Source: an optimization exercise on an open RTL-to-GDS flow (aim: small area, a short achievable clock period and few clock cycles). Production flows keep margins and buffers that such runs may drop. RTL that was checked went through simulation tests only; none was proved equivalent to the original. No activity file was given, so power comes from the tool's default toggle rates.

## jvs_relay
module jvs_relay (
    input  wire       clk,
    input  wire       rst,
    input  wire       host_rx_valid,
    input  wire [7:0] host_rx_data,
    output wire       host_rx_ready,
    output wire       host_tx_valid,
    output wire [7:0] host_tx_data,
    input  wire       host_tx_ready,
    input  wire       host_tx_idle,
    input  wire       bus_rx_valid,
    input  wire [7:0] bus_rx_data,
    output wire       bus_rx_ready,
    output wire       bus_tx_valid,
    output wire [7:0] bus_tx_data,
    input  wire       bus_tx_ready,
    input  wire       bus_tx_idle,
    output reg        bus_dir,
    input  wire       bus_sense,
    output reg        status,
    output reg        diag_req,
    output reg  [3:0] diag_code,
    input  wire       diag_done
);
clock: 10.0 ns
lec_check: 0
abc_clock_period_in_ps: 2500
cap_margin: 20
core_margin: 2
core_utilization: 60
cts_cluster_diameter: 50
cts_cluster_size: 30
slew_margin: 20
tns_end_percent: 100
standard.sh (not shown) runs the stock make flow with config.mk's settings and CLKGATE_MAP_FILE= SYNTH_SCRIPT=/design/flow/synth_recipe.tcl, a recipe that flattens the netlist after the stock synthesis.
==> flow/flow/run.sh <==
#!/bin/bash
set -euo pipefail
bash standard.sh SETUP_SLACK_MARGIN=7 finish > standard_flow.log 2>&1
Rerun with:
Settings changed: CORE_UTILIZATION 60 to 40.
Effect: Clock skew hardly moves; clock power decreases by about 2%; power fell by 0.71%; sequential share of layout area came out lower by 1.0 points; utilization drops by 23 points; worst hold slack improved by 0.0041 ns; sequential power stays flat; die area goes up by 49%.
No functional check of the RTL was part of any run of this note.

Setup of exp/willow:
Another version of the RTL of jvs_relay (not shown whole).
For scale: about 4100 cells after synthesis, ~2300 flip-flops, roughly 53 I/O pins.
Settings: LEC_CHECK=0, ABC_CLOCK_PERIOD_IN_PS=2500, CAP_MARGIN=20, CORE_MARGIN=2, CORE_UTILIZATION=40, CTS_BUF_LIST=sky130_fd_sc_hd__clkbuf_8, CTS_CLUSTER_DIAMETER=40, CTS_CLUSTER_SIZE=16, SLEW_MARGIN=20, TNS_END_PERCENT=100; clock period 10.0 ns.
Scripts as last shown in full above: flow/flow/run.sh
Per the final summary, exp/willow finished and its layout is clean on timing, DRC and antenna.
Testbench counts of exp/willow, summed over its fixed seeds: cycles 33,493.
Modified inputs, exp/delta compared to exp/willow
Settings: CTS_CLUSTER_SIZE changed from 16 to 30; CTS_BUF_LIST removed (was sky130_fd_sc_hd__clkbuf_8); ABC_CLOCK_PERIOD_IN_PS removed (was 2500); CTS_CLUSTER_DIAMETER changed from 40 to 50; ABC_AREA newly set to 1.
==> results.txt <==
- In the metrics for exp/willow and exp/delta, the one carrying the higher met2 layer usage reported by global route is exp/willow.
- Diff exp/willow -> exp/delta | fraction of layout instances using a drive strength above 1 | decrease of 4.7 points
- What exp/delta reported for routed wire length has to be multiplied by 1.11 to get the figure for exp/willow.
- Between exp/delta and exp/willow, it is exp/delta whose final worst clock skew is higher, by 6.0 ps.
What exp/juniper does differently from exp/delta at the input level:
Settings: ABC_AREA: 1 -> unset; ABC_CLOCK_PERIOD_IN_PS: unset -> 2500.
## What came out
- Between exp/juniper and exp/delta, it is exp/juniper whose fraction of the cycle the final worst path needs is higher, by 0.58 points.
- Compared to exp/delta, exp/juniper has die area 2.0% lower.
- exp/juniper vs exp/delta, multi-input gate share of the layout cell area went up by 0.79 points.
- Going from exp/delta to exp/juniper, cell leakage power shrinks by 2.9%.
- On insertion delay to the later sink of the worst-skew pair, exp/juniper and exp/delta are neck and neck.
- Relative to exp/delta, the internal power summed over all cells of exp/juniper is lower by about 2.5%.
- The starting density of the core of exp/delta and that of exp/juniper are within noise of each other.
- Compared with exp/delta, exp/juniper is more frugal on power.
- Relative to exp/delta, clock share of power has decreased by 2.0 points in exp/juniper.
- Changes observed in exp/juniper relative to exp/delta: count of non-filler cells in the finished layout down 626, final hold slack climbed 5.2 ps.

maple:
Another version of the RTL of jvs_relay (not shown whole).
Size: ~53 I/O pins.
Design jvs_relay, start of the top module:
module jvs_relay (
    input  wire       clk,
    input  wire       rst,
    input  wire       host_rx_valid,
    input  wire [7:0] host_rx_data,
    output wire       host_rx_ready,
    output wire       host_tx_valid,
    output wire [7:0] host_tx_data,
    input  wire       host_tx_ready,
    input  wire       host_tx_idle,
    input  wire       bus_rx_valid,
    input  wire [7:0] bus_rx_data,
    output wire       bus_rx_ready,
    output wire       bus_tx_valid,
    output wire [7:0] bus_tx_data,
    input  wire       bus_tx_ready,
    input  wire       bus_tx_idle,
    output reg        bus_dir,
    input  wire       bus_sense,
    output reg        status,
    output reg        diag_req,
    output reg  [3:0] diag_code,
    input  wire       diag_done
);
Settings: LEC_CHECK=0, ABC_AREA=1, CAP_MARGIN=20, CORE_MARGIN=2, CORE_UTILIZATION=75, CTS_CLUSTER_DIAMETER=45, CTS_CLUSTER_SIZE=28, SLEW_MARGIN=20, TNS_END_PERCENT=100; clock period 10.0 ns.
Scripts as last shown in full above: flow/flow/run.sh
Testbench counts of maple, summed over its fixed seeds: cycles 33,493.
#### Input delta (yarrow over maple)
--- a/flow/config.mk
+++ b/flow/config.mk
@@ -11,3 +11,3 @@
-export CORE_UTILIZATION = 75
-export CTS_CLUSTER_DIAMETER = 45
-export CTS_CLUSTER_SIZE = 28
+export CORE_UTILIZATION = 40
+export CTS_CLUSTER_DIAMETER = 55
+export CTS_CLUSTER_SIZE = 35
==> comparison <==
- yarrow vs maple — first-iteration DRC count dropped by more than a quarter
- The switching part of the total power of yarrow exceeds that of maple by 0.57 points.
- Compared yarrow vs maple, and final period utilization is up in yarrow.
- When the final numbers for yarrow and maple were put side by side, the number of buffers inserted during clock tree synthesis turned out to be greater in maple.
- yarrow vs. maple: clock network power share went down; sum of internal, switching and leakage power went down.
- From maple to yarrow the numbers moved as follows: summed instance area of the synthesized netlist held steady; least setup slack across all paths after layout shrank by 0.019 ns; die area grew by 86%; total number of vias shrank by 2,775.
- Across yarrow and maple, the outcome is the same: a clean finish for every run.
The inputs of violet differ from those of yarrow as listed below.
==> flow/flow/run.sh <==
#!/bin/bash
set -euo pipefail
bash standard.sh SETUP_SLACK_MARGIN=6.85 finish > standard_flow.log 2>&1
## What came out
For yarrow, the launching instance or port of the critical path was diag_code[0]$_SDFFE_PP1N_, unlike violet, where it was btx_vld$_SDFF_PP0_.
Diff yarrow -> violet: sequential share of layout area has remained practically unchanged; number of ordinary and repair buffers in the finished layout grew by 0.87%; portion of the layout cell area used by clock cells has remained practically unchanged; least setup slack across all paths after layout dropped 0.018 ns; last weighted congestion value of the routability-driven placer fell 0.052.
The final layout from violet, which completed every stage, passed the timing, design-rule and antenna checks at the end of the flow.
yarrow was routed with fewer vias than violet.

Setup of umber:
Another version of the RTL of jvs_relay (not shown whole).
Size: roughly 4700 cells after synthesis, roughly 53 I/O pins, ~59000 um2 of cells after synthesis.
export LEC_CHECK = 0
export ABC_AREA = 1
export CAP_MARGIN = 20
export CORE_MARGIN = 2
export CORE_UTILIZATION = 40
export CTS_CLUSTER_DIAMETER = 55
export CTS_CLUSTER_SIZE = 35
export SLEW_MARGIN = 20
export TNS_END_PERCENT = 100
create_clock -name core_clock -period 10.0 [get_ports {clk}]
==> flow/flow/run.sh <==
#!/bin/bash
set -euo pipefail
bash standard.sh SETUP_SLACK_MARGIN=6.75 finish > standard_flow.log 2>&1
The inputs of lagoon differ from those of umber as listed below.
diff --git a/flow/config.mk b/flow/config.mk
--- a/flow/config.mk
+++ b/flow/config.mk
@@ -11,4 +11,4 @@
 export CORE_UTILIZATION = 40
-export CTS_CLUSTER_DIAMETER = 55
-export CTS_CLUSTER_SIZE = 35
+export CTS_CLUSTER_DIAMETER = 50
+export CTS_CLUSTER_SIZE = 30
 export SLEW_MARGIN = 20
- umber -> lagoon: hold violation count in the final report flat
- Going from umber to lagoon, wire length grew slightly.
- Going from umber to lagoon, switching power grows by 2.0%.
- Largest voltage drop on the vdd net ends up lower on lagoon.
- Re cell count: lagoon and umber aren't equal, and the lower value belongs to umber.
- Clock skew in lagoon is 0.020 ns lower than in umber
- Compared with umber, in lagoon core utilization saw an increase, non-clock buffering overhead in the final layout saw little to no change.
[inputs] zinc vs lagoon
==> flow/flow/run.sh <==
#!/bin/bash
set -euo pipefail
bash standard.sh SETUP_SLACK_MARGIN=7 finish > standard_flow.log 2>&1
diff --git a/flow/config.mk b/flow/config.mk
--- a/flow/config.mk
+++ b/flow/config.mk
@@ -11,4 +11,5 @@
 export CORE_UTILIZATION = 40
-export CTS_CLUSTER_DIAMETER = 50
-export CTS_CLUSTER_SIZE = 30
+export CTS_BUF_LIST = sky130_fd_sc_hd__clkbuf_8
+export CTS_CLUSTER_DIAMETER = 40
+export CTS_CLUSTER_SIZE = 16
 export SLEW_MARGIN = 20
==> comparison <==
No stage failed in zinc, and the final checks on the layout all came back clean. Looking at portion of the clock cycle consumed by the worst path in the final layout across zinc and lagoon, the one that comes out higher is zinc. [compare] base=lagoon new=zinc: combined buffer and inverter count along the critical path now sits higher; routed wire length up about 5%; number of non-clock inverters now larger; number of global-route vias before repair now larger. Multi-input combinational gate total delta (zinc -> lagoon): insignificant. Run comparison: lagoon endpoint of the worst setup timing path rd_q[0]; zinc endpoint of the worst setup timing path host_tx_data[7]. Changes observed in zinc relative to lagoon: overall global routing resource usage up 0.38 points, maximum frequency fell by about 2.6%, design area went up about 1.8%, area taken by flip-flops and latches closely matched the old numbers.
diff inputs: zinc => onyx
diff --git a/flow/config.mk b/flow/config.mk
--- a/flow/config.mk
+++ b/flow/config.mk
@@ -11,5 +11,4 @@
 export CORE_UTILIZATION = 40
-export CTS_BUF_LIST = sky130_fd_sc_hd__clkbuf_8
-export CTS_CLUSTER_DIAMETER = 40
-export CTS_CLUSTER_SIZE = 16
+export CTS_CLUSTER_DIAMETER = 50
+export CTS_CLUSTER_SIZE = 30
 export SLEW_MARGIN = 20
==> comparison <==
Going from zinc to onyx, the final critical-path required period was found to have gone down by 0.15 ns.
onyx vs. zinc: utilization after layout increased 0.18 points, share of power burned in the clock network increased 2.2 points, power density normalized to cell area increased 7.7 nW/um2, sequential cell fraction of total power decreased 2.2 points.
Wire length delta for onyx relative to zinc: 1.2% lower
Higher met3 track demand over resource in global routing was reported by zinc, not onyx.
Final cycle utilization of the critical path: onyx < zinc
Looking at worst setup slack, onyx sits 0.15 ns higher than zinc does.
onyx -> zinc: fraction of area in multi-input gates flat
Compared with zinc, onyx shows via count lower by 441.
Function was not checked in any run of this note: the RTL went through the layout flow alone.

jvs_relay, a different RTL version from the one above (not shown whole).
For scale: roughly 2,900 cells after synthesis, ~53 I/O pins.
// jvs_relay
module jvs_relay (
    input  wire       clk,
    input  wire       rst,
    input  wire       host_rx_valid,
    input  wire [7:0] host_rx_data,
    output wire       host_rx_ready,
    output wire       host_tx_valid,
    output wire [7:0] host_tx_data,
    input  wire       host_tx_ready,
    input  wire       host_tx_idle,
    input  wire       bus_rx_valid,
    input  wire [7:0] bus_rx_data,
    output wire       bus_rx_ready,
    output wire       bus_tx_valid,
    output wire [7:0] bus_tx_data,
    input  wire       bus_tx_ready,
    input  wire       bus_tx_idle,
    output reg        bus_dir,
    input  wire       bus_sense,
    output reg        status,
    output reg        diag_req,
    output reg  [3:0] diag_code,
    input  wire       diag_done
);
    localparam [7:0] SYNC = 8'hE0;
    localparam [7:0] ESC  = 8'hD0;
    reg        hrx_rdy;       
    reg        brx_rdy;       
    reg        btx_vld;       
    reg        htx_vld;       
    reg        hunting;       
    reg        pend;          
    reg        pos_node;      
    reg        pos_len;       
    reg  [7:0] sum_q;         
    reg  [7:0] prev_q;        
    reg        wr_q;          
    reg        adv_q;         
    reg        rb;            
    reg  [7:0] node_q;
    reg  [7:0] len_q;
    reg  [7:0] rem;           
    reg [15:0] row_oh;        
    reg  [7:0] tx_q;          
    reg        half1;         
    reg        esc_e0;        
    reg        last_q;        
    reg  [7:0] h0, h1;
    reg        h0_last, h1_last;
    reg  [1:0] cnt;
    reg        src_len;       
    assign host_rx_ready = hrx_rdy;
    assign bus_rx_ready  = brx_rdy;
    assign host_tx_valid = htx_vld;
    assign bus_tx_valid  = btx_vld;
    assign host_tx_data  = tx_q;
    assign bus_tx_data   = tx_q;
    wire       rx_fire = (hrx_rdy & host_rx_valid) | (brx_rdy & bus_rx_valid);
  ...
Settings: LEC_CHECK=0, ABC_CLOCK_PERIOD_IN_PS=2500, CAP_MARGIN=20, CORE_MARGIN=2, CORE_UTILIZATION=40, SLEW_MARGIN=20, TNS_END_PERCENT=100; clock period 10.0 ns.
==> flow/flow/run.sh <==
#!/bin/bash
set -euo pipefail
bash standard.sh SETUP_SLACK_MARGIN=6.5 finish > standard_flow.log 2>&1
Testbench counts at the start, summed over its fixed seeds: cycles 33,319.
Then changed:
==> flow/run.sh (new file) <==
#!/bin/bash
# synth_recipe.tcl (not shown) runs the flow's synth.tcl, then flattens the netlist and writes it again
# the make line also repeats each setting of config.mk as NAME=value (left out here)
make -C /OpenROAD-flow-scripts/flow DESIGN_CONFIG=/design/flow/config.mk WORK_HOME=/design/flow/orfs CLKGATE_MAP_FILE= SYNTH_SCRIPT=/design/flow/synth_recipe.tcl finish
Settings changed: SETUP_SLACK_MARGIN set to 5.
removed: flow/flow/run.sh
removed: flow/standard.sh
The new run went through all stages and came out clean.
Global-route usage drops by 0.19 points.
Via count fell slightly.
Worst setup slack gets worse by 1.2 ns.
Then changed:
==> flow/flow/run.sh (new file) <==
#!/bin/bash
set -euo pipefail
bash standard.sh SETUP_SLACK_MARGIN=7 finish > standard_flow.log 2>&1
==> flow/standard.sh (new file) <==
#!/bin/bash
# synth_recipe.tcl (not shown) runs the flow's synth.tcl, then flattens the netlist and writes it again
# the make line also repeats each setting of config.mk as NAME=value (left out here)
make -C /OpenROAD-flow-scripts/flow DESIGN_CONFIG=/design/flow/config.mk WORK_HOME=/design/flow/orfs CLKGATE_MAP_FILE= SYNTH_SCRIPT=/design/flow/synth_recipe.tcl "${@:-finish}"
Settings changed: CTS_CLUSTER_DIAMETER set to 60, CTS_CLUSTER_SIZE set to 40, SETUP_SLACK_MARGIN 5 to unset.
removed: flow/run.sh
=> The new run finished with timing, DRC and antenna clean; clock-buffer cell count falls by 128; first-iteration DRC count decreases by 5.8%; wire length grows by 4.1%; total power drops by 8.7%; utilization climbs by 0.83 points.

Another version of the RTL of jvs_relay (not shown whole).
For scale: ~3900 cells after synthesis, ~2300 flip-flops, roughly 57000 sq um of cells after synthesis.
==> flow/config.mk <==
export PLATFORM = sky130hd
export DESIGN_NAME = jvs_relay
export DESIGN_NICKNAME = jvs_relay
export VERILOG_FILES = /design/flow/design.v
export SDC_FILE = /design/flow/constraint.sdc
export NUM_CORES = 4
export LEC_CHECK = 0
export ABC_CLOCK_PERIOD_IN_PS = 2500
export CAP_MARGIN = 20
export CORE_MARGIN = 2
export CORE_UTILIZATION = 40
export SLEW_MARGIN = 20
export TNS_END_PERCENT = 100
==> flow/constraint.sdc <==
create_clock -name core_clock -period 10.0 [get_ports {clk}]
set_input_delay 2.0000 -clock core_clock [delete_from_list [all_inputs] [get_ports {clk}]]
set_output_delay 2.0000 -clock core_clock [all_outputs]
set_load 0.01 [all_outputs]
==> flow/flow/run.sh <==
#!/bin/bash
set -euo pipefail
bash standard.sh SETUP_SLACK_MARGIN=7 finish > standard_flow.log 2>&1
The first run went through all stages and came out clean.
Edit:
- CTS_CLUSTER_DIAMETER: default -> 50
- CTS_CLUSTER_SIZE: default -> 30
=> The new run produced a clean layout; via count is lower by 2.6%; worst setup slack gets worse by 0.050 ns; combinational power stays flat; sequential cell count is unchanged; final area is lower by 3.9%; core utilization is lower by 1.9 points.
Function was not checked in any run of this note: the RTL went through the layout flow alone.

jvs_relay, a different RTL version from the one above (not shown whole).
Size in the first run: ~69,000 um^2 of cells after synthesis.
Settings: LEC_CHECK=0, CAP_MARGIN=20, CORE_MARGIN=2, CORE_UTILIZATION=40, SLEW_MARGIN=20; clock period 10.0 ns.
run.sh (not shown) runs the stock make flow with config.mk's settings and CLKGATE_MAP_FILE= SYNTH_SCRIPT=/design/flow/synth_recipe.tcl, a recipe that flattens the netlist after the stock synthesis.
Stock flow here: none of the scripts above is used.
Change:
- ABC_CLOCK_PERIOD_IN_PS: not set -> 2500
- SETUP_SLACK_MARGIN: not set -> 5
- TNS_END_PERCENT: not set -> 100
Result:
- clock power shrinks by 4.3%
- cell area hardly moves
- power shrinks by 1.8%
- global-route usage stays flat
- worst hold slack got worse by 5.2 ps
- worst setup slack improved by 270 ps
Function was not checked in any run of this note: the RTL went through the layout flow alone.

afterwards: timing with drivers on the ports:
In the flow no input, the clock included, has a driving cell. The finished layouts below were timed again as built, in two steps. Step 1 assumes that a clkbuf_16 drives the clock port and a buf_2 every other input. Step 2 also shifts input and output timing later by t, the mid clock arrival at the registers, as if the neighbouring blocks saw the same clock. Slacks: no drivers / after step 1 / after step 2; pairs: no drivers / after step 1.
run	t, ns	setup slack, ns	worst setup path at the end	clock arrival spread, ns
the first run of note 1	0.807	6.387 / 6.387 / 5.981	input to register	0.063 / 0.063
the second run of note 1	0.855	6.455 / 6.455 / 5.832	input to register	0.063 / 0.063
exp/willow	0.970	6.603 / 6.533 / 5.819	input to register	0.048 / 0.049
exp/delta	0.839	6.739 / 6.664 / 6.211	input to register	0.052 / 0.052
exp/juniper	0.828	6.682 / 6.690 / 5.891	input to register	0.061 / 0.061
maple	0.825	6.788 / 6.717 / 6.219	input to register	0.068 / 0.068
yarrow	0.824	6.770 / 6.694 / 6.285	input to register	0.060 / 0.060
violet	0.865	6.752 / 6.673 / 6.099	input to register	0.053 / 0.052
umber	0.825	6.754 / 6.697 / 5.975	input to register	0.055 / 0.054
lagoon	0.835	6.695 / 6.695 / 6.028	input to register	0.037 / 0.036
zinc	0.986	6.608 / 6.540 / 6.092	input to register	0.049 / 0.049
onyx	0.840	6.755 / 6.683 / 6.241	input to register	0.044 / 0.044
the first run of note 5	0.851	6.478 / 6.513 / 5.679	input to register	0.023 / 0.023
the second run of note 5	0.861	5.317 / 5.317 / 4.677	input to register	0.031 / 0.030
the third run of note 5	0.815	6.571 / 6.600 / 5.786	input to register	0.051 / 0.051
the first run of note 6	0.880	6.290 / 6.295 / 5.456	input to register	0.085 / 0.084
the second run of note 6	0.820	6.240 / 6.282 / 5.462	input to register	0.061 / 0.062
the first run of note 7	0.862	4.634 / 4.688 / 3.826	input to register	0.054 / 0.054
the second run of note 7	0.863	4.903 / 4.958 / 4.095	input to register	0.042 / 0.043
After both steps setup and hold are still met in every run listed. For the first run of note 6, which loses most, drivers alone change the setup slack by +0.005 ns; drivers and shift together by -0.834 ns.
